Source: an optimization exercise on an open RTL-to-GDS flow (aim: small area, a short achievable clock period and few clock cycles). Production flows keep margins and buffers that such runs may drop.
The RTL was checked by simulation tests, not by an equivalence proof against the original design.

## design/flow/run.sh

```bash
#!/bin/bash
# synth_recipe.tcl (not shown) runs the flow's synth.tcl, then flattens the netlist and writes it again
# the make line also repeats each setting of config.mk as NAME=value (left out here)
make -C /OpenROAD-flow-scripts/flow DESIGN_CONFIG=/design/flow/config.mk WORK_HOME=/design/flow/orfs CLKGATE_MAP_FILE= SYNTH_SCRIPT=/design/flow/synth_recipe.tcl finish
```

## design/flow/config.mk

```make
export PLATFORM = sky130hd
export DESIGN_NAME = wb_estimator
export DESIGN_NICKNAME = wb_estimator
export VERILOG_FILES = /design/flow/design.v
export SDC_FILE = /design/flow/constraint.sdc
export NUM_CORES = 4
export LEC_CHECK = 0
export CAP_MARGIN = 20
export CORE_MARGIN = 2
export CORE_UTILIZATION = 40
export SLEW_MARGIN = 20
```

## design/flow/constraint.sdc

```tcl
create_clock -name core_clock -period 30.0 [get_ports {clk}]
set_input_delay 6.0000 -clock core_clock [delete_from_list [all_inputs] [get_ports {clk}]]
set_output_delay 6.0000 -clock core_clock [all_outputs]
set_load 0.01 [all_outputs]
```

## design/flow/design.v

```verilog
module wb_estimator (
    input  wire        clk,
    input  wire        rst,
    input  wire        start,
    input  wire [15:0] cfg_width,
    input  wire [15:0] cfg_height,
    input  wire [15:0] cfg_n,        
    input  wire [15:0] cfg_m,        
    input  wire [31:0] cfg_seed,
    output reg         busy,
    output reg         req_valid,
    input  wire        req_ready,
    output reg  [15:0] req_x,
    output reg  [15:0] req_y,
    input  wire        rsp_valid,
    input  wire [9:0]  rsp_r,
    input  wire [9:0]  rsp_g,
    input  wire [9:0]  rsp_b,
    output reg         done,
    output reg  [1:0]  status,       
    output reg  [31:0] gain_r,
    output reg  [31:0] gain_g,
    output reg  [31:0] gain_b,
    output wire [31:0] seed_out
);
    localparam ST_OK       = 2'd0;
    localparam ST_GUARDED  = 2'd1;
    localparam ST_REJECTED = 2'd2;
    localparam P_RUN  = 2'd0;        
    localparam P_SQ   = 2'd1;        
    localparam P_SQRT = 2'd2;        
    localparam P_DIV  = 2'd3;        
    reg         gen_on;              
    reg         v_val;               
    reg         acc;                 
    reg         last;                
    reg         first;               
    wire        adv = !req_valid || req_ready;
    reg  [1:0]  phase;
    reg  [4:0]  step;
    wire        step_end_sq = step == 5'd25;
    wire        step_end_dv = step == 5'd31;
    reg  [15:0] dim_x, dim_y;        
    reg  [15:0] n_cfg;
    reg         cfg_rej, cfg_zero;
    wire        in_rej  = cfg_width[15:2] == 14'd0 && cfg_width[1:0] != 2'd3 ||
                          cfg_height[15:2] == 14'd0 && cfg_height[1:0] != 2'd3;
    wire        in_zero = cfg_n == 16'd0 || cfg_m == 16'd0;
    wire        go      = !busy && start;
    reg  [31:0] seed;
    assign seed_out = seed;
    wire [30:0] seed1 = seed[30:0] - {seed[28:0], 2'd0} - {seed[26:0], 4'd0}
                      + {seed[23:0], 7'd0} - {seed[21:0], 9'd0} + {seed[18:0], 12'd0}
                      + {seed[16:0], 14'd0} - {seed[13:0], 17'd0} + {seed[11:0], 19'd0}
                      - {seed[8:0], 22'd0} + {seed[5:0], 25'd0} + {seed[0], 30'd0}
                      + 31'd12345;
    wire [31:0] seed2 = seed + {seed[28:0], 3'd0} - {seed[26:0], 5'd0}
                      + {seed[24:0], 7'd0} + {seed[22:0], 9'd0} - {seed[20:0], 11'd0}
                      + {seed[18:0], 13'd0} + {seed[16:0], 15'd0} + {seed[14:0], 17'd0}
                      + {seed[10:0], 21'd0} + {seed[8:0], 23'd0} + {seed[6:0], 25'd0}
                      - {seed[1:0], 30'd0} + 32'd3554416254;
    reg  [15:0] gn, gm;              
    localparam [14:0] CUTS = 15'b001_0101_0100_1000;
    localparam NP = 5;               
    reg  [NP-1:0] pv;                
    reg  [14:0] vx, vy;
    wire [14:0] hzx, hzy;
    wire [14:0] wx [0:15];
    wire [14:0] wy [0:15];
    assign wx[0] = vx;
    assign wy[0] = vy;
    genvar j;
    generate
        for (j = 0; j < 15; j = j + 1) begin : g_mod
            assign hzx[j] = dim_x[15:j+1] == 0;
            assign hzy[j] = dim_y[15:j+1] == 0;
            wire [j:0]   tx = wx[j][14:14-j];
            wire [j:0]   ty = wy[j][14:14-j];
            wire [j+1:0] dx = {1'b0, tx} - {1'b0, dim_x[j:0]};
            wire [j+1:0] dy = {1'b0, ty} - {1'b0, dim_y[j:0]};
            wire         gx = hzx[j] && !dx[j+1];
            wire         gy = hzy[j] && !dy[j+1];
            wire [14:0]  ox, oy;
            if (j == 14) begin : g_last
                assign ox = gx ? dx[j:0] : tx;
                assign oy = gy ? dy[j:0] : ty;
            end else begin : g_mid
                assign ox = {gx ? dx[j:0] : tx, wx[j][13-j:0]};
                assign oy = {gy ? dy[j:0] : ty, wy[j][13-j:0]};
            end
            if (CUTS[j]) begin : g_cut
                reg [14:0] rx, ry;
                always @(posedge clk)
                    if (adv) begin
                        rx <= ox;
                        ry <= oy;
                    end
                assign wx[j+1] = rx;
                assign wy[j+1] = ry;
            end else begin : g_pass
                assign wx[j+1] = ox;
                assign wy[j+1] = oy;
            end
        end
    endgenerate
    reg  [15:0] rn, rm;              
    reg         rfirst;              
    reg  [9:0]  mx_r, mx_g, mx_b;
    reg  [25:0] tot_r, tot_g, tot_b;
    wire [9:0]  cur_r = (rfirst || rsp_r > mx_r) ? rsp_r : mx_r;
    wire [9:0]  cur_g = (rfirst || rsp_g > mx_g) ? rsp_g : mx_g;
    wire [9:0]  cur_b = (rfirst || rsp_b > mx_b) ? rsp_b : mx_b;
    wire        rsp_end = rn == 16'd1;
    wire [25:0] nt_r = tot_r + {16'd0, mx_r};
    wire [25:0] nt_g = tot_g + {16'd0, mx_g};
    wire [25:0] nt_b = tot_b + {16'd0, mx_b};
    reg  [53:0] sreg;                
    reg  [28:0] sr;                  
    reg  [25:0] tq;                  
    reg         sat_r, sat_g, sat_b;
    wire [28:0] sq_sum = {1'b0, sreg[53:26]}
                       + (gain_r[0] ? {3'd0, tot_r} : 29'd0)
                       + (gain_g[0] ? {3'd0, tot_g} : 29'd0)
                       + (gain_b[0] ? {3'd0, tot_b} : 29'd0);
    wire [53:0] sq_next = {sq_sum, sreg[25:1]};
    wire [30:0] rt_cur = {sr, sreg[51:50]};
    wire [30:0] rt_try = {3'd0, tq, 2'b00} + {2'd0, tq, 3'b000} + 31'd3;
    wire [31:0] rt_dif = {1'b0, rt_cur} - {1'b0, rt_try};
    wire        rt_ge  = !rt_dif[31];
    wire [25:0] t_fin  = {tq[24:0], rt_ge};
    wire        dbit = tq[15];
    wire [26:0] dr_r = {sreg[25:0], dbit};
    wire [26:0] dr_g = {sreg[51:26], dbit};
    wire [26:0] dr_b = {sr[25:0], dbit};
    wire [27:0] df_r = {1'b0, dr_r} - {2'b0, tot_r};
    wire [27:0] df_g = {1'b0, dr_g} - {2'b0, tot_g};
    wire [27:0] df_b = {1'b0, dr_b} - {2'b0, tot_b};
    wire        q_r = !df_r[27], q_g = !df_g[27], q_b = !df_b[27];
    wire [25:0] nr_r = q_r ? df_r[25:0] : dr_r[25:0];
    wire [25:0] nr_g = q_g ? df_g[25:0] : dr_g[25:0];
    wire [25:0] nr_b = q_b ? df_b[25:0] : dr_b[25:0];
    wire        any_zero = tot_r == 26'd0 || tot_g == 26'd0 || tot_b == 26'd0;
    wire        sq0_zero = busy && phase == P_SQ && step == 5'd0 && any_zero;
    wire        run_end  = phase == P_RUN && acc && last;
    always @(posedge clk) begin
        if (rst) begin
            busy      <= 1'b0;
            done      <= 1'b0;
            req_valid <= 1'b0;
            gen_on    <= 1'b0;
            v_val     <= 1'b0;
            pv        <= {NP{1'b0}};
            acc       <= 1'b0;
            last      <= 1'b0;
            first     <= 1'b0;
        end else begin
            done  <= 1'b0;
            first <= go;
            if (go) begin
                busy   <= 1'b1;
                gen_on <= !in_rej && !in_zero;
            end
            if (first && (cfg_rej || cfg_zero) || sq0_zero ||
                busy && phase == P_DIV && step_end_dv) begin
                busy <= 1'b0;
                done <= 1'b1;
            end
            if (adv) begin
                req_valid <= pv[NP-1];
                pv        <= {pv[NP-2:0], v_val};
                v_val     <= gen_on;
                if (gen_on && gn == 16'd1 && gm == 16'd1) gen_on <= 1'b0;
            end
            acc <= rsp_valid && rsp_end;
            if (rsp_valid && rsp_end && rm == 16'd1) last <= 1'b1;
            if (run_end) last <= 1'b0;
        end
    end
    always @(posedge clk) begin
        if (go) begin
            dim_x    <= cfg_width;
            dim_y    <= cfg_height;
            n_cfg    <= cfg_n;
            gn       <= cfg_n;
            gm       <= cfg_m;
            rn       <= cfg_n;
            rm       <= cfg_m;
            seed     <= cfg_seed;
            cfg_rej  <= in_rej;
            cfg_zero <= in_zero;
            rfirst   <= 1'b1;
        end
        if (first) begin
            dim_x <= dim_x - 16'd2;
            dim_y <= dim_y - 16'd2;
        end
        if (adv) begin
            req_x <= {1'b0, wx[15]} + 16'd1;
            req_y <= {1'b0, wy[15]} + 16'd1;
            if (gen_on) begin
                vx   <= seed1[30:16];
                vy   <= seed2[30:16];
                seed <= seed2;
                if (gn == 16'd1) begin
                    gn <= n_cfg;
                    gm <= gm - 16'd1;
                end else begin
                    gn <= gn - 16'd1;
                end
            end
        end
        if (rsp_valid) begin
            mx_r <= cur_r;
            mx_g <= cur_g;
            mx_b <= cur_b;
            rfirst <= rsp_end;
            if (rsp_end) begin
                rn <= n_cfg;
                rm <= rm - 16'd1;
            end else begin
                rn <= rn - 16'd1;
            end
        end
    end
    always @(posedge clk) begin
        if (go) begin
            phase <= P_RUN;
            tot_r <= 26'd0;
            tot_g <= 26'd0;
            tot_b <= 26'd0;
        end
        if (first) begin
            if (cfg_rej) begin
                status <= ST_REJECTED;
                gain_r <= 32'd0;
                gain_g <= 32'd0;
                gain_b <= 32'd0;
            end else begin
                status <= ST_GUARDED;
                gain_r <= 32'd65536;
                gain_g <= 32'd65536;
                gain_b <= 32'd65536;
            end
        end
        if (busy) case (phase)
            P_RUN: begin
                if (acc) begin
                    tot_r <= nt_r;
                    tot_g <= nt_g;
                    tot_b <= nt_b;
                end
                if (run_end) begin
                    phase  <= P_SQ;
                    step   <= 5'd0;
                    gain_r <= {6'd0, nt_r};
                    gain_g <= {6'd0, nt_g};
                    gain_b <= {6'd0, nt_b};
                    sreg   <= 54'd0;
                end
            end
            P_SQ: begin
                sreg   <= sq_next;
                gain_r <= gain_r >> 1;
                gain_g <= gain_g >> 1;
                gain_b <= gain_b >> 1;
                step   <= step + 5'd1;
                if (step_end_sq) begin
                    phase <= P_SQRT;
                    step  <= 5'd0;
                    sr    <= {27'd0, sq_next[53:52]};
                    tq    <= 26'd0;
                end
                if (sq0_zero) begin
                    gain_r <= 32'd65536;
                    gain_g <= 32'd65536;
                    gain_b <= 32'd65536;
                end
            end
            P_SQRT: begin
                sreg <= sreg << 2;
                sr   <= rt_ge ? rt_dif[28:0] : rt_cur[28:0];
                tq   <= t_fin;
                step <= step + 5'd1;
                if (step_end_sq) begin
                    phase <= P_DIV;
                    step  <= 5'd0;
                    sreg  <= {16'd0, tq[24:15], 16'd0, tq[24:15]};
                    sr    <= {19'd0, tq[24:15]};
                    sat_r <= {6'd0, tq[24:15]} >= tot_r;
                    sat_g <= {6'd0, tq[24:15]} >= tot_g;
                    sat_b <= {6'd0, tq[24:15]} >= tot_b;
                end
            end
            P_DIV: begin
                tq     <= tq << 1;
                sreg   <= {2'b00, nr_g, nr_r};
                sr     <= {3'd0, nr_b};
                gain_r <= {gain_r[30:0], q_r | sat_r};
                gain_g <= {gain_g[30:0], q_g | sat_g};
                gain_b <= {gain_b[30:0], q_b | sat_b};
                step   <= step + 5'd1;
                if (step_end_dv) status <= ST_OK;
            end
        endcase
    end
endmodule
```

==> run notes <==
==> registers in the layout (all words and copies together), names as in the netlist, 15 cells and up <==
name,count
dim_x,16
dim_y,16
g_mod.g_cut.rx,75
g_mod.g_cut.ry,75
gain_b,32
gain_g,32
gain_r,32
gm,16
gn,16
n_cfg,16
req_x,16
req_y,16
rm,16
rn,16
seed,32
sr,29
sreg,54
tot_b,26
tot_g,26
tot_r,26
tq,26
vx,15
vy,15
==> layout make-up <==
class                   instances  area share [%]
diodes                          3          0.0100
clock buffers                 115            3.25
clock inverters                53           0.939
inverters                     848            4.26
multi-input cells            5443            58.6
flip-flops and latches        697            24.3
well taps                    2189            3.66
repair buffers                395            4.95
==> metrics by stage <==
| step | area (um2) | setup WS, ns | std cells |
|---|---|---|---|
| 3_3_place_gp | 71700 | 20.67 | 9572 |
| 2_1_floorplan | 66100 | 17.96 | 7225 |
| 6_report | 74900 | 21.36 | 9743 |
| 5_1_grt | 74900 | 20.97 | 9740 |
| 4_1_cts | 74900 | 21.37 | 9740 |
| 3_5_place_dp | 71700 | 20.62 | 9572 |
==> synthesized netlist by cell type (51+ instances only) <==
master    count  area [um2]
xor2_1      123        1080
ha_1        726        9080
o21ai_0     379        1900
nand3_1     100         500
nor4_1       68         425
nand2b_1     68         425
dfxtp_1     270        5410
mux2i_1      76         761
inv_1       846        3180
xnor2_1     338        2960
o21a_1       62         465
nor3_1       81         405
clkbuf_1    182         683
fa_1        406        8130
a31oi_1      71         444
a22oi_1      53         398
a21oi_1     535        2680
a21o_1      193        1450
a221oi_1     77         674
nor2_1      532        2000
a221o_1      51         510
o22ai_1      59         369
mux2_2      120        1350
edfxtp_1    427       12800
nor2b_1      95         594
nand2_1     661        2480
==> layer usage <==
layer / vias up / GRT usage [%] / part of all wire (%)
li1: 25900 / - / -
met1: 26600 / 31.3 / 44
met2: 1693 / 38.0 / 46
met3: 344 / 4.12 / 6.8
met4: 18 / 7.72 / 3.5
met5: - / 0.402 / 0.097
==> path summary, 6_finish.rpt <==
path	to	cells past startpoint	slack (ns)	start
setup / recovery	gm[3]	8	21.36	req_ready
hold / removal	g_mod[3].g_cut.ry[8]	0	0.38	vy[8]
setup reg to reg	g_mod[6].g_cut.ry[9]	21	23.05	dim_y[15]
hold reg to reg	g_mod[3].g_cut.ry[8]	0	0.38	vy[8]
==> worst reg2reg max path, delay by kind of cell (launching register included) <==
kind / cells / cell delay, ns
and+or+nand+nor: 7 / 2.98
muxes: 3 / 1.21
DFF: 1 / 0.59
AOI/OAI and AO/OA: 9 / 1.22
adders and majority gates: 2 / 0.66
==> kinds of logic after synthesis <==
family,after synthesis,synth area share (%)
compound gates,1832,17.9
simple gates,1812,12.6
fa+ha+maj,1132,26.0
buf+inv,1085,6.27
flops,697,27.6
xor+xnor,461,6.11
mux,206,3.43
==> summary.md <==
| Metric | Value |
|---|---|
| Die Y | `a little over 400 um` |
| Drt total wl | `200000 um` |
| Max-cap violations | `0` |
| CP cell instances | `clkdlybuf4s50_1 > nor2b_1 > inv_8 > nand2_4 > or2_1 > nand2_1 > o21ai_0 > a221o_1` |
| Most common cell after layout, fill and taps aside | `inv_1` |
| # resized after CTS | `0` |
| Rel. slew slack | `between 20 and 30%` |
| Number of H-tree levels | `3` |
| Max Clock Skew | `0.0494 ns` |
| # IOs | `296` |
| Dpl hpwl | `~150000 um` |
| Fin nets | `between 8000 and 9000` |
| Most frequent cells in the layout | `inv_1 (843), ha_1 (723), nand2_1 (659)` |
| Root Driver | `clkbuf_16` |
| FFs w/ async S/R, synth | `0%` |
| Distinct cell type count after synthesis | `between 100 and 150` |
| WP buf/inv | `2` |
| CTS tree | `done` |
| Crit path time final | `~8.6 ns` |
| Post-synthesis cell area | `between 0.06 and 0.07 mm2` |
| Wirelength per Cell | `between 20 and 25 um` |
| Worst hold path class | `flop to flop` |
| Fmax achieved | `0.116 GHz` |
| Data arrival, critical path | `~9.3 ns` |
| Primary FF master, synth | `edfxtp_1` |
| Worst-Margin Slew | `between 1 and 1.5 ns` |
| CTS Sinks | `697` |
| Postcts setup bufs | `0` |
| Largest net degree at the start of global routing | `106` |
| Number of remaining DRC errors | `0` |
| Layout fillers | `roughly 16000` |
| Worst setup SP type | `input port` |
| Overflow after GRT | `0` |
| Status | `finished clean` |
| Vias per cell | `5.61` |
| Delay-heaviest family, CP | `simple AND/OR/NAND/NOR gates` |
| Multi-input gate area | `0.0439 mm2` |
| Critical Path End Type | `flop` |
| Total clock buffers created by CTS | `89` |
| Worst-path fanout max | `105` |
| Final period util | `28.8%` |
| Initial antenna violation count | `14` |
| Number of global-route vias before repair | `54200` |
| Worst setup path category | `input port to flop` |
| Final Slew Violations | `0` |
| Die Wd | `approximately 410 um` |
| Overall routing resource usage | `23.4%` |
| Unrepaired setup endpoints after global routing | `no` |
| CTS Hold Buffers Added | `0` |
| Mapped Cells | `7225` |
| Floorplan core area | `0.164 mm2` |
| Finish-stage setup viols | `0` |
| Slowest-stage cell, CP | `nor2b_1` |
| Fin. Hold Viols | `0` |
| Port bufs | `295` |
| Register area | `0.0182 mm2` |
| RD Place Congestion | `0.982` |
| Sequential share of the synthesized area | `27.6%` |
| Initial Utilization | `approximately two fifths` |
| Number of synthesized flops with an enable pin | `427` |
| Max Root-Sink Buffers | `3` |
| Slowest stage delay, CP | `0.60 ns` |
| Req. time, crit path | `approximately 31 ns` |
| Initial DRC Count | `4345` |
| Via count | `54600` |
| Seq cells post-synth | `697` |
| DRT antenna net count | `0` |
| Layout cell share with drive strength beyond 1 | `6.29%` |
| Hold_ws | `around 0.38 ns` |
| Final core occ | `between 40% and 50%` |
| Syn avg cell area | `9.15 um2` |
| Site Rows | `149` |
| Pre-antenna DRT Iters | `9` |
| First-pass GRT wire length | `312000 um` |
| Worst-skew pair later-pin latency | `0.73 ns` |
| Synth Warn # | `1` |
| Setup TNS | `0 ns` |
| Die footprint | `between 0.15 and 0.2 mm2` |
| Area growth syn-to-layout | `13.3%` |
| Synthesized Nets | `8488` |
| CTS clk-pin slew, worst paths | `0.06 ns` |
Testbench counts, summed over its fixed seeds: cycles 26,366.

## separate check: timing with driven ports
No port has a modelled driver above. Below, the same layout with a new extraction and two added sets of constraints. Step 1, drivers: a clkbuf_16 drives clk and a buf_2 each remaining input, both assumed. Step 2 moves the port delays by t, midway between the first and last clock arrival at a register: inputs arrive t later, outputs are due t later. That takes back most of the time a late clock gives input paths. Three values: ideal ports, drivers, drivers and shift; two values: the first two.
t (ns): 0.787
setup WS [ns]: 21.356 / 21.361 / 20.573
latest minus earliest clock arrival (ns): 0.062 / 0.061
After both steps this run still meets setup and hold. For this run, drivers alone change the setup slack by +0.005 ns; drivers and shift together by -0.783 ns.
